This is an optimization exercise on Yosys and OpenROAD, whose aim is small area, a short achievable clock period and few clock cycles, not a production implementation. Function was checked by simulation only, so behaviour that the tests miss may differ from the original. Power is estimated from default activity; no workload was simulated.

<file path="flow/design.v">
module bsac_lag (
    input  wire        clk,
    input  wire        rst,
    input  wire        in_valid,
    output wire        in_ready,
    input  wire [31:0] in_data,
    input  wire [6:0]  in_min_period,
    output wire        out_valid,
    input  wire        out_ready,
    output wire [6:0]  out_lag,
    output wire [6:0]  out_best_lag,
    output wire [8:0]  out_best_value,
    output wire [8:0]  out_global_max,
    output wire        out_err
);
    localparam integer E   = 4;      
    localparam integer LE  = 2;     
    localparam integer LAT = 3;    
    localparam integer GAP = 1;        
    localparam [6:0]   LASTW = 7'd127 - E + 7'd1;
    localparam [1:0] H_IDLE = 2'd0, H_RUN = 2'd2, H_CHK = 2'd3;
    reg        have;       
    reg [2:0]  beat;
    reg        busy;       
    reg        pre;        
    reg        is_sw;      
    reg        is_gap;
    reg        is_st;      
    reg        iss;        
    reg [1:0]  gapc;
    reg [LAT-1:0] tv;      
    reg        rv;         
    reg        hgo;        
    reg [1:0]  hs;         
    reg        dn;         
    reg        ov;         
    reg [255:0] nb;        
    reg [255:0] pk;
    reg [255:0] sh;
    reg [6:0]   mp_ld;     
    reg [6:0]   mp;        
    reg [6:0]   ij;        
    reg [14:0]  mk;        
    reg [LAT-1:0] tm;      
    reg [6:0]   tj [0:LAT-1];
    reg [E-1:0] tf [0:LAT-1];   
    wire        in_rdy  = !have;
    wire        beat_ok = in_valid && in_rdy;
    wire [255:0] pkm;
    genvar gb;
    generate
        for (gb = 0; gb < 32; gb = gb + 1) begin : g_mask
            if (gb < 15) begin : g_m
                assign pkm[8*gb +: 8] = pk[8*gb +: 8] & {8{mk[gb]}};
            end else begin : g_n
                assign pkm[8*gb +: 8] = pk[8*gb +: 8];
            end
        end
    endgenerate
    wire [8:0] cv [0:E-1];
    wire [E-1:0] iflag;
    genvar ge;
    generate
        for (ge = 0; ge < E; ge = ge + 1) begin : g_eng
            wire [255:0] she = sh << ge;
            bsac_popcnt u_pc (.clk(clk), .x(pkm ^ she), .c(cv[ge]));
            assign iflag[ge] = ({1'b0, ij} + ge) >= {1'b0, mp};
        end
    endgenerate
    integer li;
    always @(posedge clk) begin
        tm[0] <= is_st;
        tj[0] <= ij;
        tf[0] <= iflag;
        for (li = 1; li < LAT; li = li + 1) begin
            tm[li] <= tm[li-1];
            tj[li] <= tj[li-1];
            tf[li] <= tf[li-1];
        end
    end
    wire         c_v = tv[LAT-1];
    wire         c_m = tm[LAT-1];
    wire [6:0]   c_j = tj[LAT-1];
    wire [E-1:0] c_f = tf[LAT-1];
    reg [8:0]  g;
    reg [8:0]  bv;
    reg [6:0]  blr;
    wire [6:0] bl = blr;
    wire [9:0] g34 = ({1'b0, g} + {g, 1'b0}) >> 2;    
    reg [127:0] pass;
    reg [7:0]  dl;             
    localparam integer NP = E / 2;
    reg [8:0]  pmax [0:NP-1];
    reg [8:0]  pmin [0:NP-1];
    reg [LE:0] pidx [0:NP-1];
    reg [NP-1:0] pany;
    reg [6:0]  rj;
    integer pe;
    always @(posedge clk) begin
        for (pe = 0; pe < NP; pe = pe + 1) begin
            pmax[pe] <= (cv[2*pe+1] > cv[2*pe]) ? cv[2*pe+1] : cv[2*pe];
            pany[pe] <= c_f[2*pe] || c_f[2*pe+1];
            if (c_f[2*pe] && (!c_f[2*pe+1] || cv[2*pe] <= cv[2*pe+1])) begin
                pmin[pe] <= cv[2*pe];
                pidx[pe] <= 2 * pe;
            end else begin
                pmin[pe] <= cv[2*pe+1];
                pidx[pe] <= 2 * pe + 1;
            end
        end
        rj <= c_j;
    end
    wire [E-1:0] pbit;
    generate
        for (ge = 0; ge < E; ge = ge + 1) begin : g_pass
            wire [10:0] c5 = {2'b0, cv[ge]} + {cv[ge], 2'b0};
            assign pbit[ge] = c5 <= {1'b0, g34};
        end
    endgenerate
    wire       m0  = pany[0] && pmin[0] < bv;
    wire       m1  = (NP > 1) && pany[NP-1] && pmin[NP-1] < bv &&
                     (!m0 || pmin[NP-1] < pmin[0]);
    wire       x0  = pmax[0] > g && (NP == 1 || pmax[0] >= pmax[NP-1]);
    wire       x1  = (NP > 1) && pmax[NP-1] > g && pmax[NP-1] > pmax[0];
    integer pw;
    always @(posedge clk) begin
        if (c_v && c_m) begin
            for (pw = 0; pw < 128 / E; pw = pw + 1)
                if (c_j[6:LE] == pw)
                    pass[pw*E +: E] <= pbit;
            dl <= {1'b0, c_j} + E;
        end
        if (is_gap)
            dl <= 8'd0;
        if (pre) begin
            g  <= 9'd0;
            bv <= 9'h1ff;
        end else if (rv) begin
            if (x1)
                g <= pmax[NP-1];
            else if (x0)
                g <= pmax[0];
            if (m1) begin
                bv  <= pmin[NP-1];
                blr <= rj + pidx[NP-1];
            end else if (m0) begin
                bv  <= pmin[0];
                blr <= rj + pidx[0];
            end
        end
    end
    reg [6:0]  d;          
    reg [6:0]  ed;         
    reg [6:0]  qq;         
    reg [6:0]  rr;         
    reg [6:0]  k;
    reg [6:0]  tgt;        
    reg [6:0]  racc;       
    reg        cph;        
    reg        pk_r, cv_r;
    reg [6:0]  rlag;
    reg        rerr;
    reg [2:0]  mpl;        
    reg        mp2;        
    reg        ds_act;
    reg [6:0]  ds_d;
    reg [8:0]  ds_d3;      
    function [8:0] r4step;
        input [6:0] rem;
        input [1:0] nn;
        input [6:0] dd;
        input [8:0] d3;        
        reg   [9:0] rr4, t1, t2, t3;
        begin
            rr4 = {1'b0, rem, nn};
            t1 = rr4 - {3'b0, dd};
            t2 = rr4 - {2'b0, dd, 1'b0};
            t3 = rr4 - {1'b0, d3};
            if (!t3[9])
                r4step = {2'd3, t3[6:0]};
            else if (!t2[9])
                r4step = {2'd2, t2[6:0]};
            else if (!t1[9])
                r4step = {2'd1, t1[6:0]};
            else
                r4step = {2'd0, rr4[6:0]};
        end
    endfunction
    reg        a_v, b_v;
    reg [6:0]  a_d, a_r, b_d, b_r;
    reg [8:0]  a_d3, b_d3;
    reg [2:0]  a_q;
    reg [4:0]  b_q;
    reg        dv_ov, dv_pk, dv_cv, dv_lt;
    reg [6:0]  dv_r, dv_q;
    wire       q6 = bl[6] && ds_d == 7'd1;
    wire [8:0] sa = r4step({6'd0, bl[6] && !q6}, bl[5:4], ds_d, ds_d3);
    wire [8:0] sb = r4step(a_r, bl[3:2], a_d, a_d3);
    wire [8:0] sc = r4step(b_r, bl[1:0], b_d, b_d3);
    wire [3:0] pk4 = pass[{b_q, 2'b00} +: 4];
    wire [3:0] cv4, lt4;
    genvar gq;
    generate
        for (gq = 0; gq < 4; gq = gq + 1) begin : g_q4
            assign cv4[gq] = {1'b0, b_q, gq[1:0]} < dl;
            assign lt4[gq] = {b_q, gq[1:0]} < mp;
        end
    endgenerate
    reg        stall;      
    always @(posedge clk) if (!stall) begin
        a_d  <= ds_d;
        a_d3 <= ds_d3;
        a_r  <= sa[6:0];
        a_q  <= {q6, sa[8:7]};
        b_d  <= a_d;
        b_d3 <= a_d3;
        b_r  <= sb[6:0];
        b_q  <= {a_q, sb[8:7]};
        dv_r  <= sc[6:0];
        dv_q  <= {b_q, sc[8:7]};
        dv_pk <= pk4[sc[8:7]];
        dv_cv <= cv4[sc[8:7]];
        dv_lt <= lt4[sc[8:7]];
    end
    wire       qhit  = dv_ov;
    reg        ed2, d2, klast;    
    wire       qskip = qhit && (dv_lt || (dv_cv && !dv_pk));
    wire       qpass = dv_cv && dv_pk;           
    wire [7:0] r2    = {dv_r, 1'b0};
    wire       c2    = r2 >= {1'b0, ed};
    reg  [7:0] rrd;        
    reg  [6:0] qq1;        
    wire [7:0] rsum  = {1'b0, racc} + {1'b0, rr};
    wire [7:0] rsmd  = {1'b0, racc} + rrd;
    wire       rcy   = !rsmd[7];
    wire [6:0] tgt_a = tgt + qq;
    wire [6:0] tgt_b = tgt + qq1;
    wire       cdec  = (hs == H_CHK) && cph && cv_r;    
    wire       hshort = {1'b0, bl} < {mp, 1'b0};        
    wire [10:0] bl11 = {1'b0, bl, 3'b0} + {3'b0, bl, 1'b0} + {4'b0, bl};
    wire [6:0] d0    = mp2 ? bl11 >> ({1'b0, mpl} + 4'd4) : bl >> mpl;
    reg        fin;
    reg [6:0]  fin_lag;
    always @(*) begin
        fin = 1'b0;
        fin_lag = bl;
        if (hgo && (mp == 7'd0 || hshort)) begin
            fin = 1'b1;
            if (mp == 7'd0)
                fin_lag = 7'd0;
        end
        case (hs)
        H_RUN: if (qhit) begin
            if (qskip && ed2)
                fin = 1'b1;
            if (!qskip && qpass && ed2) begin
                fin = 1'b1;
                fin_lag = dv_q;
            end
        end
        H_CHK: if (cdec) begin
            if (pk_r) begin
                if (klast) begin
                    fin = 1'b1;
                    fin_lag = qq;
                end
            end else if (d2) begin
                fin = 1'b1;
            end
        end
        default: ;
        endcase
    end
    reg [6:0]  d0r;
    reg        hgo2, ch1, ch2, chg;
    wire       lastm = rv && rj == LASTW;
    wire       sps   = rv && rj == LASTW - E && mp != 7'd0;
    wire       rsx   = hgo2 && chg && (hs == H_RUN);
    wire       ds_rs = sps || rsx;
    wire [8:0] d0x3  = {2'b0, d0r} + {1'b0, d0r, 1'b0};
    wire di_v = ds_act && !ds_rs && !stall;
    always @(posedge clk) begin
        d0r <= d0;
        if (rv) begin
            ch1 <= m0 || m1;
            ch2 <= ch1;
        end
        if (lastm)
            chg <= m0 || m1 || ch1 || ch2;
        if (ds_rs) begin
            ds_d  <= d0r;
            ds_d3 <= d0x3;
        end else if (ds_act && !stall) begin
            ds_d  <= ds_d - 7'd1;
            ds_d3 <= ds_d3 - 9'd3;
        end
        pk_r <= pass[tgt];
        cv_r <= {1'b0, tgt} < dl;
        if (ds_rs) begin
            ed  <= d0r;
            ed2 <= d0r == 7'd2;
        end
        case (hs)
        H_RUN: if (qhit) begin
            if (qskip) begin
                ed  <= ed - 7'd1;
                ed2 <= ed == 7'd3;
            end else begin
                qq   <= dv_q;
                qq1  <= dv_q + 7'd1;
                rrd  <= {1'b0, dv_r} - {1'b0, ed};
                rr   <= dv_r;
                d    <= ed;
                d2   <= ed2;
                cph  <= 1'b0;
                if (qpass) begin
                    tgt   <= {dv_q[5:0], 1'b0} + {6'd0, c2};
                    racc  <= c2 ? r2 - ed : r2[6:0];
                    k     <= 7'd2;
                    klast <= ed == 7'd3;
                end else begin
                    tgt   <= dv_q;
                    racc  <= dv_r;
                    k     <= 7'd1;
                    klast <= ed2;
                end
            end
        end
        H_CHK: begin
            cph <= !cph;
            if (cdec) begin
                if (pk_r) begin
                    k <= k + 7'd1;
                    klast <= k + 7'd2 == d;
                    if (rcy) begin
                        racc <= rsmd[6:0];
                        tgt  <= tgt_b;
                    end else begin
                        racc <= rsum[6:0];
                        tgt  <= tgt_a;
                    end
                end else begin
                    ed  <= d - 7'd1;
                    ed2 <= d == 7'd3;
                end
            end
        end
        default: ;
        endcase
        if (fin) begin
            rlag <= fin_lag;
            rerr <= (mp == 7'd0);
        end
        if (beat_ok && beat == 3'd7)
            mp_ld <= in_min_period;
    end
    reg [6:0]  o_lag, o_bl;
    reg [8:0]  o_bv, o_g;
    reg        o_err;
    wire copy  = dn && !ov;
    wire start = have && !busy && (!dn || !ov);
    wire iss_nx = pre ||
                  (is_sw && ij != LASTW) ||
                  (is_gap && gapc == GAP - 1) ||
                  (is_st && iss && ij != LASTW && !fin &&
                   !((hs != H_IDLE) && ({1'b0, ij} + E >= {1'b0, bl})));
    wire [6:0] ij_nx = (!iss || (is_sw && ij == LASTW)) ? 7'd0 : ij + E;
    integer mb;
    always @(posedge clk) begin
        if (beat_ok)
            nb <= {nb[223:0], in_data};
        if (start)
            pk <= nb;
        if (iss)
            sh <= sh << E;
        else
            sh <= pk;
        if (copy) begin
            o_lag <= rlag;
            o_err <= rerr;
            o_bl  <= blr;
            o_bv  <= bv;
            o_g   <= g;
        end
        if (start) begin
            mp  <= mp_ld;
            mpl <= mp_ld[6] ? 3'd6 : mp_ld[5] ? 3'd5 : mp_ld[4] ? 3'd4 :
                   mp_ld[3] ? 3'd3 : mp_ld[2] ? 3'd2 : mp_ld[1] ? 3'd1 : 3'd0;
            mp2 <= mp_ld[6] ? mp_ld[5] : mp_ld[5] ? mp_ld[4] : mp_ld[4] ? mp_ld[3] :
                   mp_ld[3] ? mp_ld[2] : mp_ld[2] ? mp_ld[1] : mp_ld[1] ? mp_ld[0] : 1'b0;
        end
        ij <= ij_nx;
        for (mb = 0; mb < 15; mb = mb + 1)
            mk[mb] <= mb >= ij_nx[6:3];
    end
    always @(posedge clk) begin
        if (rst) begin
            have   <= 1'b0;
            beat   <= 3'd0;
            busy   <= 1'b0;
            pre    <= 1'b0;
            is_sw  <= 1'b0;
            is_gap <= 1'b0;
            is_st  <= 1'b0;
            iss    <= 1'b0;
            gapc   <= 2'd0;
            tv     <= {LAT{1'b0}};
            rv     <= 1'b0;
            hgo    <= 1'b0;
            hgo2   <= 1'b0;
            hs     <= H_IDLE;
            stall  <= 1'b0;
            dn     <= 1'b0;
            ov     <= 1'b0;
            ds_act <= 1'b0;
            a_v    <= 1'b0;
            b_v    <= 1'b0;
            dv_ov  <= 1'b0;
        end else begin
            if (beat_ok) begin
                beat <= beat + 3'd1;
                if (beat == 3'd7)
                    have <= 1'b1;
            end
            pre <= start;
            if (start) begin
                have <= 1'b0;
                busy <= 1'b1;
            end
            iss <= iss_nx;
            if (pre)
                is_sw <= 1'b1;
            if (is_sw && ij == LASTW) begin
                is_sw  <= 1'b0;
                is_gap <= 1'b1;
                gapc   <= 2'd0;
            end
            if (is_gap) begin
                gapc <= gapc + 2'd1;
                if (gapc == GAP - 1) begin
                    is_gap <= 1'b0;
                    is_st  <= 1'b1;
                end
            end
            if (is_st && !iss_nx)
                is_st <= 1'b0;
            tv  <= {tv[LAT-2:0], iss};
            rv  <= c_v && !c_m;
            hgo <= rv && rj == LASTW;
            hgo2 <= hgo;
            if (rsx) begin
                a_v   <= 1'b0;
                b_v   <= 1'b0;
                dv_ov <= 1'b0;
            end else if (!stall) begin
                a_v   <= di_v;
                b_v   <= a_v;
                dv_ov <= b_v;
            end
            if (ds_rs)
                ds_act <= 1'b1;
            else if (ds_act && ds_d == 7'd2 && !stall)
                ds_act <= 1'b0;
            stall <= ((hs == H_RUN) && qhit && !qskip && !fin) ||
                     ((hs == H_CHK) && !(cdec && !pk_r) && !fin);
            if (hgo && !fin)
                hs <= H_RUN;
            case (hs)
            H_RUN: if (qhit && !qskip) hs <= H_CHK;
            H_CHK: if (cdec && !pk_r && !fin) hs <= H_RUN;
            default: ;
            endcase
            if (fin) begin
                hs     <= H_IDLE;
                ds_act <= 1'b0;
                busy   <= 1'b0;
                dn     <= 1'b1;
            end
            if (ov && out_ready)
                ov <= 1'b0;
            if (copy) begin
                dn <= 1'b0;
                ov <= 1'b1;
            end
        end
    end
    assign in_ready       = in_rdy;
    assign out_valid      = ov;
    assign out_lag        = o_lag;
    assign out_best_lag   = o_bl;
    assign out_best_value = o_bv;
    assign out_global_max = o_g;
    assign out_err        = o_err;
endmodule
module bsac_popcnt (input wire clk, input wire [255:0] x, output reg [8:0] c);
    wire s1;
    wire k2;
    wire s3;
    wire k4;
    wire s5;
    wire k6;
    wire s7;
    wire k8;
    wire s9;
    wire k10;
    wire s11;
    wire k12;
    wire s13;
    wire k14;
    wire s15;
    wire k16;
    wire s17;
    wire k18;
    wire s19;
    wire k20;
    wire s21;
    wire k22;
    wire s23;
    wire k24;
    wire s25;
    wire k26;
    wire s27;
    wire k28;
    wire s29;
    wire k30;
    wire s31;
    wire k32;
    wire s33;
    wire k34;
    wire s35;
    wire k36;
    wire s37;
    wire k38;
    wire s39;
    wire k40;
    wire s41;
    wire k42;
    wire s43;
    wire k44;
    wire s45;
    wire k46;
    wire s47;
    wire k48;
    wire s49;
    wire k50;
    wire s51;
    wire k52;
    wire s53;
    wire k54;
    wire s55;
    wire k56;
    wire s57;
    wire k58;
    wire s59;
    wire k60;
    wire s61;
    wire k62;
    wire s63;
    wire k64;
    wire s65;
    wire k66;
    wire s67;
    wire k68;
    wire s69;
    wire k70;
    wire s71;
    wire k72;
    wire s73;
    wire k74;
    wire s75;
    wire k76;
    wire s77;
    wire k78;
    wire s79;
    wire k80;
    wire s81;
    wire k82;
    wire s83;
    wire k84;
    wire s85;
    wire k86;
    wire s87;
    wire k88;
    wire s89;
    wire k90;
    wire s91;
    wire k92;
    wire s93;
    wire k94;
    wire s95;
    wire k96;
    wire s97;
    wire k98;
    wire s99;
    wire k100;
    wire s101;
    wire k102;
    wire s103;
    wire k104;
    wire s105;
    wire k106;
    wire s107;
    wire k108;
    wire s109;
    wire k110;
    wire s111;
    wire k112;
    wire s113;
    wire k114;
    wire s115;
    wire k116;
    wire s117;
    wire k118;
    wire s119;
    wire k120;
    wire s121;
    wire k122;
    wire s123;
    wire k124;
    wire s125;
    wire k126;
    wire s127;
    wire k128;
    wire s129;
    wire k130;
    wire s131;
    wire k132;
    wire s133;
    wire k134;
    wire s135;
    wire k136;
    wire s137;
    wire k138;
    wire s139;
    wire k140;
    wire s141;
    wire k142;
    wire s143;
    wire k144;
    wire s145;
    wire k146;
    wire s147;
    wire k148;
    wire s149;
    wire k150;
    wire s151;
    wire k152;
    wire s153;
    wire k154;
    wire s155;
    wire k156;
    wire s157;
    wire k158;
    wire s159;
    wire k160;
    wire s161;
    wire k162;
    wire s163;
    wire k164;
    wire s165;
    wire k166;
    wire s167;
    wire k168;
    wire s169;
    wire k170;
    wire s171;
    wire k172;
    wire s173;
    wire k174;
    wire s175;
    wire k176;
    wire s177;
    wire k178;
    wire s179;
    wire k180;
    wire s181;
    wire k182;
    wire s183;
    wire k184;
    wire s185;
    wire k186;
    wire s187;
    wire k188;
    wire s189;
    wire k190;
    wire s191;
    wire k192;
    wire s193;
    wire k194;
    wire s195;
    wire k196;
    wire s197;
    wire k198;
    wire s199;
    wire k200;
    wire s201;
    wire k202;
    wire s203;
    wire k204;
    wire s205;
    wire k206;
    wire s207;
    wire k208;
    wire s209;
    wire k210;
    wire s211;
    wire k212;
    wire s213;
    wire k214;
    wire s215;
    wire k216;
    wire s217;
    wire k218;
    wire s219;
    wire k220;
    wire s221;
    wire k222;
    wire s223;
    wire k224;
    wire s225;
    wire k226;
    wire s227;
    wire k228;
    wire s229;
    wire k230;
    wire s231;
    wire k232;
    wire s233;
    wire k234;
    wire s235;
    wire k236;
    wire s237;
    wire k238;
    wire s239;
    wire k240;
    wire s241;
    wire k242;
    wire s243;
    wire k244;
    wire s245;
    wire k246;
    wire s247;
    wire k248;
    wire s249;
    wire k250;
    wire s251;
    wire k252;
    wire s253;
    wire k254;
    wire s255;
    wire k256;
    wire s257;
    wire k258;
    wire s259;
    wire k260;
    wire s261;
    wire k262;
    wire s263;
    wire k264;
    wire s265;
    wire k266;
    wire s267;
    wire k268;
    wire s269;
    wire k270;
    wire s271;
    wire k272;
    wire s273;
    wire k274;
    wire s275;
    wire k276;
    wire s277;
    wire k278;
    wire s279;
    wire k280;
    wire s281;
    wire k282;
    wire s283;
    wire k284;
    wire s285;
    wire k286;
    wire s287;
    wire k288;
    wire s289;
    wire k290;
    wire s291;
    wire k292;
    wire s293;
    wire k294;
    wire s295;
    wire k296;
    wire s297;
    wire k298;
    wire s299;
    wire k300;
    wire s301;
    wire k302;
    wire s303;
    wire k304;
    wire s305;
    wire k306;
    wire s307;
    wire k308;
    wire s309;
    wire k310;
    wire s311;
    wire k312;
    wire s313;
    wire k314;
    wire s315;
    wire k316;
    wire s317;
    wire k318;
    wire s319;
    wire k320;
    wire s321;
    wire k322;
    wire s323;
    wire k324;
    wire s325;
    wire k326;
    wire s327;
    wire k328;
    wire s329;
    wire k330;
    wire s331;
    wire k332;
    wire s333;
    wire k334;
    wire s335;
    wire k336;
    wire s337;
    wire k338;
    wire s339;
    wire k340;
    wire s341;
    wire k342;
    wire s343;
    wire k344;
    wire s345;
    wire k346;
    wire s347;
    wire k348;
    wire s349;
    wire k350;
    wire s351;
    wire k352;
    wire s353;
    wire k354;
    wire s355;
    wire k356;
    wire s357;
    wire k358;
    wire s359;
    wire k360;
    wire s361;
    wire k362;
    wire s363;
    wire k364;
    wire s365;
    wire k366;
    wire s367;
    wire k368;
    wire s369;
    wire k370;
    wire s371;
    wire k372;
    wire s373;
    wire k374;
    wire s375;
    wire k376;
    wire s377;
    wire k378;
    wire s379;
    wire k380;
    wire s381;
    wire k382;
    wire s383;
    wire k384;
    wire s385;
    wire k386;
    wire s387;
    wire k388;
    wire s389;
    wire k390;
    wire s391;
    wire k392;
    wire s393;
    wire k394;
    wire s395;
    wire k396;
    wire s397;
    wire k398;
    wire s399;
    wire k400;
    wire s401;
    wire k402;
    wire s403;
    wire k404;
    wire s405;
    wire k406;
    wire s407;
    wire k408;
    wire s409;
    wire k410;
    wire s411;
    wire k412;
    reg r413;
    reg r414;
    reg r415;
    reg r416;
    reg r417;
    reg r418;
    reg r419;
    reg r420;
    reg r421;
    reg r422;
    reg r423;
    reg r424;
    reg r425;
    reg r426;
    reg r427;
    reg r428;
    reg r429;
    reg r430;
    reg r431;
    reg r432;
    reg r433;
    reg r434;
    reg r435;
    reg r436;
    reg r437;
    reg r438;
    reg r439;
    reg r440;
    reg r441;
    reg r442;
    reg r443;
    reg r444;
    reg r445;
    reg r446;
    reg r447;
    reg r448;
    reg r449;
    reg r450;
    reg r451;
    reg r452;
    reg r453;
    reg r454;
    reg r455;
    reg r456;
    reg r457;
    reg r458;
    reg r459;
    reg r460;
    reg r461;
    reg r462;
    reg r463;
    reg r464;
    reg r465;
    wire s466;
    wire k467;
    wire s468;
    wire k469;
    wire s470;
    wire k471;
    wire s472;
    wire k473;
    wire s474;
    wire k475;
    wire s476;
    wire k477;
    wire s478;
    wire k479;
    wire s480;
    wire k481;
    wire s482;
    wire k483;
    wire s484;
    wire k485;
    wire s486;
    wire k487;
    wire s488;
    wire k489;
    wire s490;
    wire k491;
    wire s492;
    wire k493;
    wire s494;
    wire k495;
    wire s496;
    wire k497;
    wire s498;
    wire k499;
    wire s500;
    wire k501;
    wire s502;
    wire k503;
    wire s504;
    wire k505;
    wire s506;
    wire k507;
    wire s508;
    wire k509;
    wire s510;
    wire k511;
    wire s512;
    wire k513;
    wire s514;
    wire k515;
    wire s516;
    wire k517;
    wire s518;
    wire k519;
    wire s520;
    wire k521;
    wire s522;
    wire k523;
    wire s524;
    wire k525;
    wire s526;
    wire k527;
    wire s528;
    wire k529;
    wire s530;
    wire k531;
    wire s532;
    wire k533;
    wire s534;
    wire k535;
    wire s536;
    wire k537;
    wire s538;
    wire k539;
    wire s540;
    wire k541;
    wire s542;
    wire k543;
    wire s544;
    wire k545;
    wire s546;
    wire k547;
    wire s548;
    wire k549;
    reg r550;
    reg r551;
    reg r552;
    reg r553;
    reg r554;
    reg r555;
    reg r556;
    reg r557;
    reg r558;
    reg r559;
    reg r560;
    reg r561;
    reg r562;
    reg r563;
    reg r564;
    reg r565;
    reg r566;
    wire s567;
    wire k568;
    wire s569;
    wire k570;
    wire s571;
    wire k572;
    assign {k2, s1} = {1'b0,x[0]} + {1'b0,x[1]} + {1'b0,x[2]};
    assign {k4, s3} = {1'b0,x[3]} + {1'b0,x[4]} + {1'b0,x[5]};
    assign {k6, s5} = {1'b0,x[6]} + {1'b0,x[7]} + {1'b0,x[8]};
    assign {k8, s7} = {1'b0,x[9]} + {1'b0,x[10]} + {1'b0,x[11]};
    assign {k10, s9} = {1'b0,x[12]} + {1'b0,x[13]} + {1'b0,x[14]};
    assign {k12, s11} = {1'b0,x[15]} + {1'b0,x[16]} + {1'b0,x[17]};
    assign {k14, s13} = {1'b0,x[18]} + {1'b0,x[19]} + {1'b0,x[20]};
    assign {k16, s15} = {1'b0,x[21]} + {1'b0,x[22]} + {1'b0,x[23]};
    assign {k18, s17} = {1'b0,x[24]} + {1'b0,x[25]} + {1'b0,x[26]};
    assign {k20, s19} = {1'b0,x[27]} + {1'b0,x[28]} + {1'b0,x[29]};
    assign {k22, s21} = {1'b0,x[30]} + {1'b0,x[31]} + {1'b0,x[32]};
    assign {k24, s23} = {1'b0,x[33]} + {1'b0,x[34]} + {1'b0,x[35]};
    assign {k26, s25} = {1'b0,x[36]} + {1'b0,x[37]} + {1'b0,x[38]};
    assign {k28, s27} = {1'b0,x[39]} + {1'b0,x[40]} + {1'b0,x[41]};
    assign {k30, s29} = {1'b0,x[42]} + {1'b0,x[43]} + {1'b0,x[44]};
    assign {k32, s31} = {1'b0,x[45]} + {1'b0,x[46]} + {1'b0,x[47]};
    assign {k34, s33} = {1'b0,x[48]} + {1'b0,x[49]} + {1'b0,x[50]};
    assign {k36, s35} = {1'b0,x[51]} + {1'b0,x[52]} + {1'b0,x[53]};
    assign {k38, s37} = {1'b0,x[54]} + {1'b0,x[55]} + {1'b0,x[56]};
    assign {k40, s39} = {1'b0,x[57]} + {1'b0,x[58]} + {1'b0,x[59]};
    assign {k42, s41} = {1'b0,x[60]} + {1'b0,x[61]} + {1'b0,x[62]};
    assign {k44, s43} = {1'b0,x[63]} + {1'b0,x[64]} + {1'b0,x[65]};
    assign {k46, s45} = {1'b0,x[66]} + {1'b0,x[67]} + {1'b0,x[68]};
    assign {k48, s47} = {1'b0,x[69]} + {1'b0,x[70]} + {1'b0,x[71]};
    assign {k50, s49} = {1'b0,x[72]} + {1'b0,x[73]} + {1'b0,x[74]};
    assign {k52, s51} = {1'b0,x[75]} + {1'b0,x[76]} + {1'b0,x[77]};
    assign {k54, s53} = {1'b0,x[78]} + {1'b0,x[79]} + {1'b0,x[80]};
    assign {k56, s55} = {1'b0,x[81]} + {1'b0,x[82]} + {1'b0,x[83]};
    assign {k58, s57} = {1'b0,x[84]} + {1'b0,x[85]} + {1'b0,x[86]};
    assign {k60, s59} = {1'b0,x[87]} + {1'b0,x[88]} + {1'b0,x[89]};
    assign {k62, s61} = {1'b0,x[90]} + {1'b0,x[91]} + {1'b0,x[92]};
    assign {k64, s63} = {1'b0,x[93]} + {1'b0,x[94]} + {1'b0,x[95]};
    assign {k66, s65} = {1'b0,x[96]} + {1'b0,x[97]} + {1'b0,x[98]};
    assign {k68, s67} = {1'b0,x[99]} + {1'b0,x[100]} + {1'b0,x[101]};
    assign {k70, s69} = {1'b0,x[102]} + {1'b0,x[103]} + {1'b0,x[104]};
    assign {k72, s71} = {1'b0,x[105]} + {1'b0,x[106]} + {1'b0,x[107]};
    assign {k74, s73} = {1'b0,x[108]} + {1'b0,x[109]} + {1'b0,x[110]};
    assign {k76, s75} = {1'b0,x[111]} + {1'b0,x[112]} + {1'b0,x[113]};
    assign {k78, s77} = {1'b0,x[114]} + {1'b0,x[115]} + {1'b0,x[116]};
    assign {k80, s79} = {1'b0,x[117]} + {1'b0,x[118]} + {1'b0,x[119]};
    assign {k82, s81} = {1'b0,x[120]} + {1'b0,x[121]} + {1'b0,x[122]};
    assign {k84, s83} = {1'b0,x[123]} + {1'b0,x[124]} + {1'b0,x[125]};
    assign {k86, s85} = {1'b0,x[126]} + {1'b0,x[127]} + {1'b0,x[128]};
    assign {k88, s87} = {1'b0,x[129]} + {1'b0,x[130]} + {1'b0,x[131]};
    assign {k90, s89} = {1'b0,x[132]} + {1'b0,x[133]} + {1'b0,x[134]};
    assign {k92, s91} = {1'b0,x[135]} + {1'b0,x[136]} + {1'b0,x[137]};
    assign {k94, s93} = {1'b0,x[138]} + {1'b0,x[139]} + {1'b0,x[140]};
    assign {k96, s95} = {1'b0,x[141]} + {1'b0,x[142]} + {1'b0,x[143]};
    assign {k98, s97} = {1'b0,x[144]} + {1'b0,x[145]} + {1'b0,x[146]};
    assign {k100, s99} = {1'b0,x[147]} + {1'b0,x[148]} + {1'b0,x[149]};
    assign {k102, s101} = {1'b0,x[150]} + {1'b0,x[151]} + {1'b0,x[152]};
    assign {k104, s103} = {1'b0,x[153]} + {1'b0,x[154]} + {1'b0,x[155]};
    assign {k106, s105} = {1'b0,x[156]} + {1'b0,x[157]} + {1'b0,x[158]};
    assign {k108, s107} = {1'b0,x[159]} + {1'b0,x[160]} + {1'b0,x[161]};
    assign {k110, s109} = {1'b0,x[162]} + {1'b0,x[163]} + {1'b0,x[164]};
    assign {k112, s111} = {1'b0,x[165]} + {1'b0,x[166]} + {1'b0,x[167]};
    assign {k114, s113} = {1'b0,x[168]} + {1'b0,x[169]} + {1'b0,x[170]};
    assign {k116, s115} = {1'b0,x[171]} + {1'b0,x[172]} + {1'b0,x[173]};
    assign {k118, s117} = {1'b0,x[174]} + {1'b0,x[175]} + {1'b0,x[176]};
    assign {k120, s119} = {1'b0,x[177]} + {1'b0,x[178]} + {1'b0,x[179]};
    assign {k122, s121} = {1'b0,x[180]} + {1'b0,x[181]} + {1'b0,x[182]};
    assign {k124, s123} = {1'b0,x[183]} + {1'b0,x[184]} + {1'b0,x[185]};
    assign {k126, s125} = {1'b0,x[186]} + {1'b0,x[187]} + {1'b0,x[188]};
    assign {k128, s127} = {1'b0,x[189]} + {1'b0,x[190]} + {1'b0,x[191]};
    assign {k130, s129} = {1'b0,x[192]} + {1'b0,x[193]} + {1'b0,x[194]};
    assign {k132, s131} = {1'b0,x[195]} + {1'b0,x[196]} + {1'b0,x[197]};
    assign {k134, s133} = {1'b0,x[198]} + {1'b0,x[199]} + {1'b0,x[200]};
    assign {k136, s135} = {1'b0,x[201]} + {1'b0,x[202]} + {1'b0,x[203]};
    assign {k138, s137} = {1'b0,x[204]} + {1'b0,x[205]} + {1'b0,x[206]};
    assign {k140, s139} = {1'b0,x[207]} + {1'b0,x[208]} + {1'b0,x[209]};
    assign {k142, s141} = {1'b0,x[210]} + {1'b0,x[211]} + {1'b0,x[212]};
    assign {k144, s143} = {1'b0,x[213]} + {1'b0,x[214]} + {1'b0,x[215]};
    assign {k146, s145} = {1'b0,x[216]} + {1'b0,x[217]} + {1'b0,x[218]};
    assign {k148, s147} = {1'b0,x[219]} + {1'b0,x[220]} + {1'b0,x[221]};
    assign {k150, s149} = {1'b0,x[222]} + {1'b0,x[223]} + {1'b0,x[224]};
    assign {k152, s151} = {1'b0,x[225]} + {1'b0,x[226]} + {1'b0,x[227]};
    assign {k154, s153} = {1'b0,x[228]} + {1'b0,x[229]} + {1'b0,x[230]};
    assign {k156, s155} = {1'b0,x[231]} + {1'b0,x[232]} + {1'b0,x[233]};
    assign {k158, s157} = {1'b0,x[234]} + {1'b0,x[235]} + {1'b0,x[236]};
    assign {k160, s159} = {1'b0,x[237]} + {1'b0,x[238]} + {1'b0,x[239]};
    assign {k162, s161} = {1'b0,x[240]} + {1'b0,x[241]} + {1'b0,x[242]};
    assign {k164, s163} = {1'b0,x[243]} + {1'b0,x[244]} + {1'b0,x[245]};
    assign {k166, s165} = {1'b0,x[246]} + {1'b0,x[247]} + {1'b0,x[248]};
    assign {k168, s167} = {1'b0,x[249]} + {1'b0,x[250]} + {1'b0,x[251]};
    assign {k170, s169} = {1'b0,x[252]} + {1'b0,x[253]} + {1'b0,x[254]};
    assign {k172, s171} = {1'b0,s1} + {1'b0,s3} + {1'b0,s5};
    assign {k174, s173} = {1'b0,s7} + {1'b0,s9} + {1'b0,s11};
    assign {k176, s175} = {1'b0,s13} + {1'b0,s15} + {1'b0,s17};
    assign {k178, s177} = {1'b0,s19} + {1'b0,s21} + {1'b0,s23};
    assign {k180, s179} = {1'b0,s25} + {1'b0,s27} + {1'b0,s29};
    assign {k182, s181} = {1'b0,s31} + {1'b0,s33} + {1'b0,s35};
    assign {k184, s183} = {1'b0,s37} + {1'b0,s39} + {1'b0,s41};
    assign {k186, s185} = {1'b0,s43} + {1'b0,s45} + {1'b0,s47};
    assign {k188, s187} = {1'b0,s49} + {1'b0,s51} + {1'b0,s53};
    assign {k190, s189} = {1'b0,s55} + {1'b0,s57} + {1'b0,s59};
    assign {k192, s191} = {1'b0,s61} + {1'b0,s63} + {1'b0,s65};
    assign {k194, s193} = {1'b0,s67} + {1'b0,s69} + {1'b0,s71};
    assign {k196, s195} = {1'b0,s73} + {1'b0,s75} + {1'b0,s77};
    assign {k198, s197} = {1'b0,s79} + {1'b0,s81} + {1'b0,s83};
    assign {k200, s199} = {1'b0,s85} + {1'b0,s87} + {1'b0,s89};
    assign {k202, s201} = {1'b0,s91} + {1'b0,s93} + {1'b0,s95};
    assign {k204, s203} = {1'b0,s97} + {1'b0,s99} + {1'b0,s101};
    assign {k206, s205} = {1'b0,s103} + {1'b0,s105} + {1'b0,s107};
    assign {k208, s207} = {1'b0,s109} + {1'b0,s111} + {1'b0,s113};
    assign {k210, s209} = {1'b0,s115} + {1'b0,s117} + {1'b0,s119};
    assign {k212, s211} = {1'b0,s121} + {1'b0,s123} + {1'b0,s125};
    assign {k214, s213} = {1'b0,s127} + {1'b0,s129} + {1'b0,s131};
    assign {k216, s215} = {1'b0,s133} + {1'b0,s135} + {1'b0,s137};
    assign {k218, s217} = {1'b0,s139} + {1'b0,s141} + {1'b0,s143};
    assign {k220, s219} = {1'b0,s145} + {1'b0,s147} + {1'b0,s149};
    assign {k222, s221} = {1'b0,s151} + {1'b0,s153} + {1'b0,s155};
    assign {k224, s223} = {1'b0,s157} + {1'b0,s159} + {1'b0,s161};
    assign {k226, s225} = {1'b0,s163} + {1'b0,s165} + {1'b0,s167};
    assign {k228, s227} = {1'b0,s169} + {1'b0,x[255]};
    assign {k230, s229} = {1'b0,k2} + {1'b0,k4} + {1'b0,k6};
    assign {k232, s231} = {1'b0,k8} + {1'b0,k10} + {1'b0,k12};
    assign {k234, s233} = {1'b0,k14} + {1'b0,k16} + {1'b0,k18};
    assign {k236, s235} = {1'b0,k20} + {1'b0,k22} + {1'b0,k24};
    assign {k238, s237} = {1'b0,k26} + {1'b0,k28} + {1'b0,k30};
    assign {k240, s239} = {1'b0,k32} + {1'b0,k34} + {1'b0,k36};
    assign {k242, s241} = {1'b0,k38} + {1'b0,k40} + {1'b0,k42};
    assign {k244, s243} = {1'b0,k44} + {1'b0,k46} + {1'b0,k48};
    assign {k246, s245} = {1'b0,k50} + {1'b0,k52} + {1'b0,k54};
    assign {k248, s247} = {1'b0,k56} + {1'b0,k58} + {1'b0,k60};
    assign {k250, s249} = {1'b0,k62} + {1'b0,k64} + {1'b0,k66};
    assign {k252, s251} = {1'b0,k68} + {1'b0,k70} + {1'b0,k72};
    assign {k254, s253} = {1'b0,k74} + {1'b0,k76} + {1'b0,k78};
    assign {k256, s255} = {1'b0,k80} + {1'b0,k82} + {1'b0,k84};
    assign {k258, s257} = {1'b0,k86} + {1'b0,k88} + {1'b0,k90};
    assign {k260, s259} = {1'b0,k92} + {1'b0,k94} + {1'b0,k96};
    assign {k262, s261} = {1'b0,k98} + {1'b0,k100} + {1'b0,k102};
    assign {k264, s263} = {1'b0,k104} + {1'b0,k106} + {1'b0,k108};
    assign {k266, s265} = {1'b0,k110} + {1'b0,k112} + {1'b0,k114};
    assign {k268, s267} = {1'b0,k116} + {1'b0,k118} + {1'b0,k120};
    assign {k270, s269} = {1'b0,k122} + {1'b0,k124} + {1'b0,k126};
    assign {k272, s271} = {1'b0,k128} + {1'b0,k130} + {1'b0,k132};
    assign {k274, s273} = {1'b0,k134} + {1'b0,k136} + {1'b0,k138};
    assign {k276, s275} = {1'b0,k140} + {1'b0,k142} + {1'b0,k144};
    assign {k278, s277} = {1'b0,k146} + {1'b0,k148} + {1'b0,k150};
    assign {k280, s279} = {1'b0,k152} + {1'b0,k154} + {1'b0,k156};
    assign {k282, s281} = {1'b0,k158} + {1'b0,k160} + {1'b0,k162};
    assign {k284, s283} = {1'b0,k164} + {1'b0,k166} + {1'b0,k168};
    assign {k286, s285} = {1'b0,s171} + {1'b0,s173} + {1'b0,s175};
    assign {k288, s287} = {1'b0,s177} + {1'b0,s179} + {1'b0,s181};
    assign {k290, s289} = {1'b0,s183} + {1'b0,s185} + {1'b0,s187};
    assign {k292, s291} = {1'b0,s189} + {1'b0,s191} + {1'b0,s193};
    assign {k294, s293} = {1'b0,s195} + {1'b0,s197} + {1'b0,s199};
    assign {k296, s295} = {1'b0,s201} + {1'b0,s203} + {1'b0,s205};
    assign {k298, s297} = {1'b0,s207} + {1'b0,s209} + {1'b0,s211};
    assign {k300, s299} = {1'b0,s213} + {1'b0,s215} + {1'b0,s217};
    assign {k302, s301} = {1'b0,s219} + {1'b0,s221} + {1'b0,s223};
    assign {k304, s303} = {1'b0,s225} + {1'b0,s227};
    assign {k306, s305} = {1'b0,k172} + {1'b0,k174} + {1'b0,k176};
    assign {k308, s307} = {1'b0,k178} + {1'b0,k180} + {1'b0,k182};
    assign {k310, s309} = {1'b0,k184} + {1'b0,k186} + {1'b0,k188};
    assign {k312, s311} = {1'b0,k190} + {1'b0,k192} + {1'b0,k194};
    assign {k314, s313} = {1'b0,k196} + {1'b0,k198} + {1'b0,k200};
    assign {k316, s315} = {1'b0,k202} + {1'b0,k204} + {1'b0,k206};
    assign {k318, s317} = {1'b0,k208} + {1'b0,k210} + {1'b0,k212};
    assign {k320, s319} = {1'b0,k214} + {1'b0,k216} + {1'b0,k218};
    assign {k322, s321} = {1'b0,k220} + {1'b0,k222} + {1'b0,k224};
    assign {k324, s323} = {1'b0,k226} + {1'b0,k228} + {1'b0,s229};
    assign {k326, s325} = {1'b0,s231} + {1'b0,s233} + {1'b0,s235};
    assign {k328, s327} = {1'b0,s237} + {1'b0,s239} + {1'b0,s241};
    assign {k330, s329} = {1'b0,s243} + {1'b0,s245} + {1'b0,s247};
    assign {k332, s331} = {1'b0,s249} + {1'b0,s251} + {1'b0,s253};
    assign {k334, s333} = {1'b0,s255} + {1'b0,s257} + {1'b0,s259};
    assign {k336, s335} = {1'b0,s261} + {1'b0,s263} + {1'b0,s265};
    assign {k338, s337} = {1'b0,s267} + {1'b0,s269} + {1'b0,s271};
    assign {k340, s339} = {1'b0,s273} + {1'b0,s275} + {1'b0,s277};
    assign {k342, s341} = {1'b0,s279} + {1'b0,s281} + {1'b0,s283};
    assign {k344, s343} = {1'b0,k230} + {1'b0,k232} + {1'b0,k234};
    assign {k346, s345} = {1'b0,k236} + {1'b0,k238} + {1'b0,k240};
    assign {k348, s347} = {1'b0,k242} + {1'b0,k244} + {1'b0,k246};
    assign {k350, s349} = {1'b0,k248} + {1'b0,k250} + {1'b0,k252};
    assign {k352, s351} = {1'b0,k254} + {1'b0,k256} + {1'b0,k258};
    assign {k354, s353} = {1'b0,k260} + {1'b0,k262} + {1'b0,k264};
    assign {k356, s355} = {1'b0,k266} + {1'b0,k268} + {1'b0,k270};
    assign {k358, s357} = {1'b0,k272} + {1'b0,k274} + {1'b0,k276};
    assign {k360, s359} = {1'b0,k278} + {1'b0,k280} + {1'b0,k282};
    assign {k362, s361} = {1'b0,s285} + {1'b0,s287} + {1'b0,s289};
    assign {k364, s363} = {1'b0,s291} + {1'b0,s293} + {1'b0,s295};
    assign {k366, s365} = {1'b0,s297} + {1'b0,s299} + {1'b0,s301};
    assign {k368, s367} = {1'b0,k286} + {1'b0,k288} + {1'b0,k290};
    assign {k370, s369} = {1'b0,k292} + {1'b0,k294} + {1'b0,k296};
    assign {k372, s371} = {1'b0,k298} + {1'b0,k300} + {1'b0,k302};
    assign {k374, s373} = {1'b0,k304} + {1'b0,s305} + {1'b0,s307};
    assign {k376, s375} = {1'b0,s309} + {1'b0,s311} + {1'b0,s313};
    assign {k378, s377} = {1'b0,s315} + {1'b0,s317} + {1'b0,s319};
    assign {k380, s379} = {1'b0,s321} + {1'b0,s323} + {1'b0,s325};
    assign {k382, s381} = {1'b0,s327} + {1'b0,s329} + {1'b0,s331};
    assign {k384, s383} = {1'b0,s333} + {1'b0,s335} + {1'b0,s337};
    assign {k386, s385} = {1'b0,s339} + {1'b0,s341} + {1'b0,k170};
    assign {k388, s387} = {1'b0,k306} + {1'b0,k308} + {1'b0,k310};
    assign {k390, s389} = {1'b0,k312} + {1'b0,k314} + {1'b0,k316};
    assign {k392, s391} = {1'b0,k318} + {1'b0,k320} + {1'b0,k322};
    assign {k394, s393} = {1'b0,k324} + {1'b0,k326} + {1'b0,k328};
    assign {k396, s395} = {1'b0,k330} + {1'b0,k332} + {1'b0,k334};
    assign {k398, s397} = {1'b0,k336} + {1'b0,k338} + {1'b0,k340};
    assign {k400, s399} = {1'b0,k342} + {1'b0,s343} + {1'b0,s345};
    assign {k402, s401} = {1'b0,s347} + {1'b0,s349} + {1'b0,s351};
    assign {k404, s403} = {1'b0,s353} + {1'b0,s355} + {1'b0,s357};
    assign {k406, s405} = {1'b0,s359} + {1'b0,k284};
    assign {k408, s407} = {1'b0,k344} + {1'b0,k346} + {1'b0,k348};
    assign {k410, s409} = {1'b0,k350} + {1'b0,k352} + {1'b0,k354};
    assign {k412, s411} = {1'b0,k356} + {1'b0,k358} + {1'b0,k360};
    assign {k467, s466} = {1'b0,r413} + {1'b0,r414} + {1'b0,r415};
    assign {k469, s468} = {1'b0,r417} + {1'b0,r418} + {1'b0,r419};
    assign {k471, s470} = {1'b0,r420} + {1'b0,r421} + {1'b0,r422};
    assign {k473, s472} = {1'b0,r423} + {1'b0,r424} + {1'b0,r425};
    assign {k475, s474} = {1'b0,r426} + {1'b0,r427} + {1'b0,r428};
    assign {k477, s476} = {1'b0,r430} + {1'b0,r431} + {1'b0,r432};
    assign {k479, s478} = {1'b0,r433} + {1'b0,r434} + {1'b0,r435};
    assign {k481, s480} = {1'b0,r436} + {1'b0,r437} + {1'b0,r438};
    assign {k483, s482} = {1'b0,r439} + {1'b0,r440} + {1'b0,r441};
    assign {k485, s484} = {1'b0,r442} + {1'b0,r443} + {1'b0,r444};
    assign {k487, s486} = {1'b0,r445} + {1'b0,r446} + {1'b0,r447};
    assign {k489, s488} = {1'b0,r448} + {1'b0,r449};
    assign {k491, s490} = {1'b0,r450} + {1'b0,r451} + {1'b0,r452};
    assign {k493, s492} = {1'b0,r453} + {1'b0,r454} + {1'b0,r455};
    assign {k495, s494} = {1'b0,r456} + {1'b0,r457} + {1'b0,r458};
    assign {k497, s496} = {1'b0,r459} + {1'b0,r460} + {1'b0,r461};
    assign {k499, s498} = {1'b0,r463} + {1'b0,r464} + {1'b0,r465};
    assign {k501, s500} = {1'b0,k467} + {1'b0,s468} + {1'b0,s470};
    assign {k503, s502} = {1'b0,s472} + {1'b0,s474} + {1'b0,r429};
    assign {k505, s504} = {1'b0,k469} + {1'b0,k471} + {1'b0,k473};
    assign {k507, s506} = {1'b0,k475} + {1'b0,s476} + {1'b0,s478};
    assign {k509, s508} = {1'b0,s480} + {1'b0,s482} + {1'b0,s484};
    assign {k511, s510} = {1'b0,s486} + {1'b0,s488};
    assign {k513, s512} = {1'b0,k477} + {1'b0,k479} + {1'b0,k481};
    assign {k515, s514} = {1'b0,k483} + {1'b0,k485} + {1'b0,k487};
    assign {k517, s516} = {1'b0,k489} + {1'b0,s490} + {1'b0,s492};
    assign {k519, s518} = {1'b0,s494} + {1'b0,s496} + {1'b0,r462};
    assign {k521, s520} = {1'b0,k491} + {1'b0,k493} + {1'b0,k495};
    assign {k523, s522} = {1'b0,k497} + {1'b0,s498};
    assign {k525, s524} = {1'b0,k501} + {1'b0,k503} + {1'b0,s504};
    assign {k527, s526} = {1'b0,s506} + {1'b0,s508} + {1'b0,s510};
    assign {k529, s528} = {1'b0,k505} + {1'b0,k507} + {1'b0,k509};
    assign {k531, s530} = {1'b0,k511} + {1'b0,s512} + {1'b0,s514};
    assign {k533, s532} = {1'b0,s516} + {1'b0,s518};
    assign {k535, s534} = {1'b0,k513} + {1'b0,k515} + {1'b0,k517};
    assign {k537, s536} = {1'b0,k519} + {1'b0,s520} + {1'b0,s522};
    assign {k539, s538} = {1'b0,k521} + {1'b0,k523} + {1'b0,k499};
    assign {k541, s540} = {1'b0,k525} + {1'b0,k527} + {1'b0,s528};
    assign {k543, s542} = {1'b0,s530} + {1'b0,s532};
    assign {k545, s544} = {1'b0,k529} + {1'b0,k531} + {1'b0,k533};
    assign {k547, s546} = {1'b0,s534} + {1'b0,s536};
    assign {k549, s548} = {1'b0,k535} + {1'b0,k537} + {1'b0,s538};
    assign {k568, s567} = {1'b0,r558} + {1'b0,r559} + {1'b0,r560};
    assign {k570, s569} = {1'b0,r562} + {1'b0,r563} + {1'b0,r564};
    assign {k572, s571} = {1'b0,k570} + {1'b0,r565} + {1'b0,r566};
    always @(posedge clk) begin
        r413 <= s361;
        r414 <= s363;
        r415 <= s365;
        r416 <= s303;
        r417 <= k362;
        r418 <= k364;
        r419 <= k366;
        r420 <= s367;
        r421 <= s369;
        r422 <= s371;
        r423 <= s373;
        r424 <= s375;
        r425 <= s377;
        r426 <= s379;
        r427 <= s381;
        r428 <= s383;
        r429 <= s385;
        r430 <= k368;
        r431 <= k370;
        r432 <= k372;
        r433 <= k374;
        r434 <= k376;
        r435 <= k378;
        r436 <= k380;
        r437 <= k382;
        r438 <= k384;
        r439 <= k386;
        r440 <= s387;
        r441 <= s389;
        r442 <= s391;
        r443 <= s393;
        r444 <= s395;
        r445 <= s397;
        r446 <= s399;
        r447 <= s401;
        r448 <= s403;
        r449 <= s405;
        r450 <= k388;
        r451 <= k390;
        r452 <= k392;
        r453 <= k394;
        r454 <= k396;
        r455 <= k398;
        r456 <= k400;
        r457 <= k402;
        r458 <= k404;
        r459 <= k406;
        r460 <= s407;
        r461 <= s409;
        r462 <= s411;
        r463 <= k408;
        r464 <= k410;
        r465 <= k412;
        r550 <= s466;
        r551 <= r416;
        r552 <= s500;
        r553 <= s502;
        r554 <= s524;
        r555 <= s526;
        r556 <= s540;
        r557 <= s542;
        r558 <= k541;
        r559 <= k543;
        r560 <= s544;
        r561 <= s546;
        r562 <= k545;
        r563 <= k547;
        r564 <= s548;
        r565 <= k549;
        r566 <= k539;
    end
    wire [8:0] ra = {1'b0, k572, s571, k568, s567, r556, r554, r552, r550};
    wire [8:0] rb = {1'b0, 1'b0, 1'b0, s569, r561, r557, r555, r553, r551};
    always @(posedge clk) c <= ra + rb;
endmodule
</file>
<file path="flow/flow/run.sh">
#!/bin/bash
# The standard layout (the standard.sh: ORFS from synthesis to the final
# layout, unchanged clock and constraints) with two changes to how it is made:
#  - each input and output port is buffered with sky130_fd_sc_hd__buf_4
#    instead of the flow's default buffer choice;
#  - timing repair aims for 6.5 ns of setup slack instead of 5 ns.
set -e
export BUFFER_PORTS_ARGS="-buffer_cell sky130_fd_sc_hd__buf_4"
sed 's/SETUP_SLACK_MARGIN=[0-9.]*/SETUP_SLACK_MARGIN=6.5/' standard.sh > standard_m.sh
bash standard_m.sh > standard.log 2>&1
</file>
<file path="flow/standard.sh">
#!/bin/bash
# synth_recipe.tcl (not shown) runs the flow's synth.tcl, then flattens the netlist and writes it again
# the make line also repeats each setting of config.mk as NAME=value (left out here)
make -C /OpenROAD-flow-scripts/flow DESIGN_CONFIG=/design/flow/config.mk WORK_HOME=/design/flow/orfs CLKGATE_MAP_FILE= SYNTH_SCRIPT=/design/flow/synth_recipe.tcl "${@:-finish}"
</file>
<file path="flow/config.mk">
export PLATFORM = sky130hd
export DESIGN_NAME = bsac_lag
export DESIGN_NICKNAME = bsac_lag
export VERILOG_FILES = /design/flow/design.v
export SDC_FILE = /design/flow/constraint.sdc
export NUM_CORES = 4
export LEC_CHECK = 0
export ABC_AREA = 1
export CAP_MARGIN = 20
export CORE_MARGIN = 2
export CORE_UTILIZATION = 60
export PLACE_DENSITY = 0.7
export SETUP_SLACK_MARGIN = 5
export SLEW_MARGIN = 20
</file>
<file path="flow/constraint.sdc">
create_clock -name core_clock -period 10.0 [get_ports {clk}]
set_input_delay 2.0000 -clock core_clock [delete_from_list [all_inputs] [get_ports {clk}]]
set_output_delay 2.0000 -clock core_clock [all_outputs]
set_load 0.01 [all_outputs]
</file>
==> run_results.csv <==
group,metric,value,unit
status,status,"complete, no violations",
die,die_y,401,um
sta,worst_slew_pin_slew,1.20,ns
sta,setup_tns,0,ns
logic_synthesis,synth_edf_count,856,
sta,worst_slew_margin_rel,19.8,%
die,dieArea,161000,um2
place,port_buffers,77,
sta,slew_violations,0,
worst_setup_path,worstSetupEndpointType,"output port",
clock_tree,h-tree-depth,4,
pwr,peakVddDrop,0.210,mV
sta,fin_crit_sh,34.5,%
worst_setup_path,critPathKind,"reg2out",
logic_synthesis,synth_top_area_cell,"edfxtp_1",
logic_synthesis,synth_area,94500,um2
layout,syn2layout_area_growth,7.57,%
logic_synthesis,seq_area_frac_synth,42.8,%
worst_setup_path,worst_setup_path_start_kind,"register",
logic_synthesis,synthesis.nets,10200,
global_routing,antenna_found_initial,10,
sta,finalWorstSetupSlack,6.55,ns
die,core,156000,um2
worst_setup_path,cp_data_required_time,8.00,ns
sta,rsz0062_at_grt,"no",
logic_synthesis,synth_area_per_cell,10.8,um2
detailed_routing,drt-initial-drc-count,5828,
layout,fill_cells,12000,
clock_tree,root_buffer,"clkbuf_16",
worst_setup_path,crit_slowest_cell,"edfxtp_1",
job,max_cap_viol_count,0,
logic_synthesis,ys_ff_latch,1591,
sta,fin_crit,3.45,ns
clock_tree,clkLatencyLatePin,0.82,ns
clock_tree,cts_tree,"yes",
die,pin_count,78,
clock_tree,cts.path.max_buffers,3,
clock_tree,cts_num_sinks,1591,
global_routing,grt_max_degree,160,
layout,num-nets-final,9891,
logic_synthesis,async_flop_share,0,%
place,place_congestion,0.961,
sta,clock.fmax,0.290,GHz
logic_synthesis,synth_top_area_share,27.2,%
detailed_routing,ant_nets,0,
place,dpl.hpwl,199,mm
die,die_w,401,um
worst_setup_path,cpLargestDelayFamily,"flip-flops",
die,start_util,60.4,%
worst_setup_path,worstPathCellList,"buf_6",
layout,drive_gt1_share,5.47,%
detailed_routing,drt-total-wl,251,mm
layout,finish.utilization,65.0,%
global_routing,grt_pass1_wl,375,mm
global_routing,grt_pass1_vias,60100,
global_routing,grt_util_all_layers,31.5,%
detailed_routing,dr.pass1.iters,6,
clock_tree,numCtsBuffers,169,
clock_tree,holdBufCountCts,0,
worst_setup_path,critical_path_arrival,1.45,ns
logic_synthesis,synth_warnings,12,
worst_setup_path,path_buf_inv,1,
detailed_routing,routedWlPerCell,23.4,um
detailed_routing,drcViolationCount,0,
pwr,p_per_area,210,nW/um2
die,num_rows,145,
logic_synthesis,ys_types,64,
worst_setup_path,crit_path_max_fanout,1,
sta,skew,0.0455,ns
detailed_routing,vias,58800,
place,dp_slack,5.62,ns
sta,final_hold_viol_count,0,
worst_setup_path,slowest_delay,0.47,ns
clock_tree,path_clk_slew,0.06,ns
global_routing,gr-total-overflow,0,
detailed_routing,vias_per_cell,5.49,
logic_synthesis,netlist_instances,8762,
logic_synthesis,synthFlopType,"edfxtp_1",
sta,finalSetupViolations,0,
logic_synthesis,yosys-top-cells-area,"edfxtp_1 (27%), fa_1 (21%), dfxtp_1 (16%), nand2_1 (6.7%), xnor2_1 (5.4%)",
pwr,p_leak,43.5,nW
min_path,hold_path.class,"reg2reg",
-- cells by family (layout without fill, tap and decap cells) --
logic type / Yosys count / count (layout) / synth area share [%]
xor+xnor: 1161 / 1161 / 10.8
other cells: 0 / 4 / 0
compound gates: 617 / 617 / 3.67
buf+inv: 1636 / 1518 / 6.65
flops: 1591 / 1591 / 42.8
fa+ha+maj: 1350 / 1350 / 25.8
simple gates: 2407 / 2409 / 10.4
-- through the flow --
stage | area, um2 | hold WS [ns] | std cells | total power [mW]
global placement | 95800 | 0.311 | 10400 | 14.7
global route | 102000 | 0.328 | 10700 | 22.6
CTS | 101000 | 0.322 | 10700 | 21.2
detailed placement | 95800 | 0.312 | 10400 | 14.9
finish | 102000 | 0.322 | 10700 | 21.4
floorplan | 94600 | 0.310 | 8762 | 12.4
-- synth_stat cells, drive strengths merged (2+ instances only) --
cell type and n:
nor3 31, a31oi 10, or2 15, buf 169, dfxtp 735, o221ai 16, a21boi 4, edfxtp 856
a221oi 2, nand3 322, a21o 7, xor2 575, o21bai 11, clkinv 4, o21ai 236, inv 1084
ha 354, o22ai 4, nor4 7, o21a 8, a22oi 5, nand2 1689, a211oi 3, nand3b 8
a31o 2, o31ai 7, nand4 33, fa 996, nor2 300, xnor2 586, o211ai 43, a21oi 252
clkbuf 379
-- final timing paths --
check	start	endpoint	slack [ns]	cells past startpoint
setup reg to reg	mk[1]	g_eng[1].u_pc.r426	6.59	7
hold / removal	tj[1][3]	tj[2][3]	0.32	0
setup / recovery	o_err	out_err	6.55	1
hold reg to reg	tj[1][3]	tj[2][3]	0.32	0
-- cells in the final DEF, fill, tap and decap left out, types with 12 or more instances in the layout --
| cell | synthesis | final |
|---|---|---|
| a21oi_1 | 250 | 246 |
| buf_4 | 12 | 94 |
| clkbuf_1 | 379 | 43 |
| clkbuf_16 | 0 | 173 |
| clkinv_1 | 4 | 16 |
| clkinv_2 | 0 | 35 |
| clkinvlp_4 | 0 | 17 |
| dfxtp_1 | 735 | 725 |
| edfxtp_1 | 856 | 856 |
| fa_1 | 996 | 995 |
| ha_1 | 354 | 353 |
| inv_1 | 1077 | 1072 |
| nand2_1 | 1680 | 1676 |
| nand3_1 | 316 | 315 |
| nand4_1 | 33 | 33 |
| nor2_1 | 291 | 282 |
| nor3_1 | 28 | 28 |
| o211ai_1 | 42 | 42 |
| o21ai_0 | 225 | 223 |
| o21ai_1 | 10 | 12 |
| o221ai_1 | 16 | 16 |
| xnor2_1 | 586 | 586 |
| xor2_1 | 575 | 571 |
-- area by class of cell --
class / instances / area (um2) / area share, %
multi-input cells: 5537 / 48000 / 47.2
flip-flops and latches: 1591 / 40400 / 39.8
clock buffers: 225 / 4590 / 4.52
inverters: 1088 / 4100 / 4.03
well taps: 2058 / 2570 / 2.53
repair buffers: 110 / 1020 / 1.00
clock inverters: 94 / 975 / 0.959
diodes: 4 / 10.0 / 0.00984
repair inverters: 1 / 5.00 / 0.00492
-- timing repair --
| item | in CTS | in global routing |
|---|---|---|
| setup buffers | 1 | 6 |
| pin swaps | 2 | 5 |
| setup endpoints to repair | 141 | 284 |
| cloned | 1 | 4 |
| gates resized for setup | 10 | 31 |
-- flip-flops by register name (all words and copies together) (netlist names), 12 cells and up --
name          flops
g_eng.u_pc.c     36
mk               15
nb              256
pass            128
pk              256
pmax             18
pmin             18
sh              256
tf               12
tj               15
-- report_power, final --
group	total (mW)	switching, mW	internal [mW]	leakage (nW)
registers	8.44	0.573	7.87	14.2
logic	6.71	4.12	2.58	26.6
clock network	6.25	2.73	3.52	2.69
total	21.4	7.43	14.0	43.5
-- worst register-to-register path, stage by stage, from the launching register on --
cell	delay [ns]
dfxtp_1	0.50
nand2_1	0.25
xor2_1	0.22
fa_1	0.51
fa_1	0.55
fa_1	0.65
fa_1	0.60
inv_1	0.04
-- metal layers --
layer	routed length [um]	vias to the layer above	global-route usage (%)
li1	-	26800	-
met1	102000	29300	42.6
met2	118000	2247	50.7
met3	18100	466	5.19
met4	12100	0	13.5
met5	0	-	0
Testbench counts, summed over its fixed seeds: cycles 7,668.

-- port drivers added, routing unchanged --
In the flow no input, the clock included, has a driving cell. The finished layout below was timed again as built, in two steps.
Step 1, drivers: a clkbuf_16 drives clk and a buf_2 each remaining input, both assumed.
Step 2 also shifts input and output timing later by t, the mid clock arrival at the registers, as if the neighbouring blocks saw the same clock.
Slacks: ideal / step 1 / step 2; pairs: ideal / step 1.
t, ns: 0.898
setup WS [ns]: 6.547 / 6.453 / 5.780
hold WS [ns]: 0.322 / 0.322 / 0.322
After both steps setup and hold are still met in this run. The setup slack of this run moves by -0.094 ns with the drivers and by -0.767 ns with both steps.
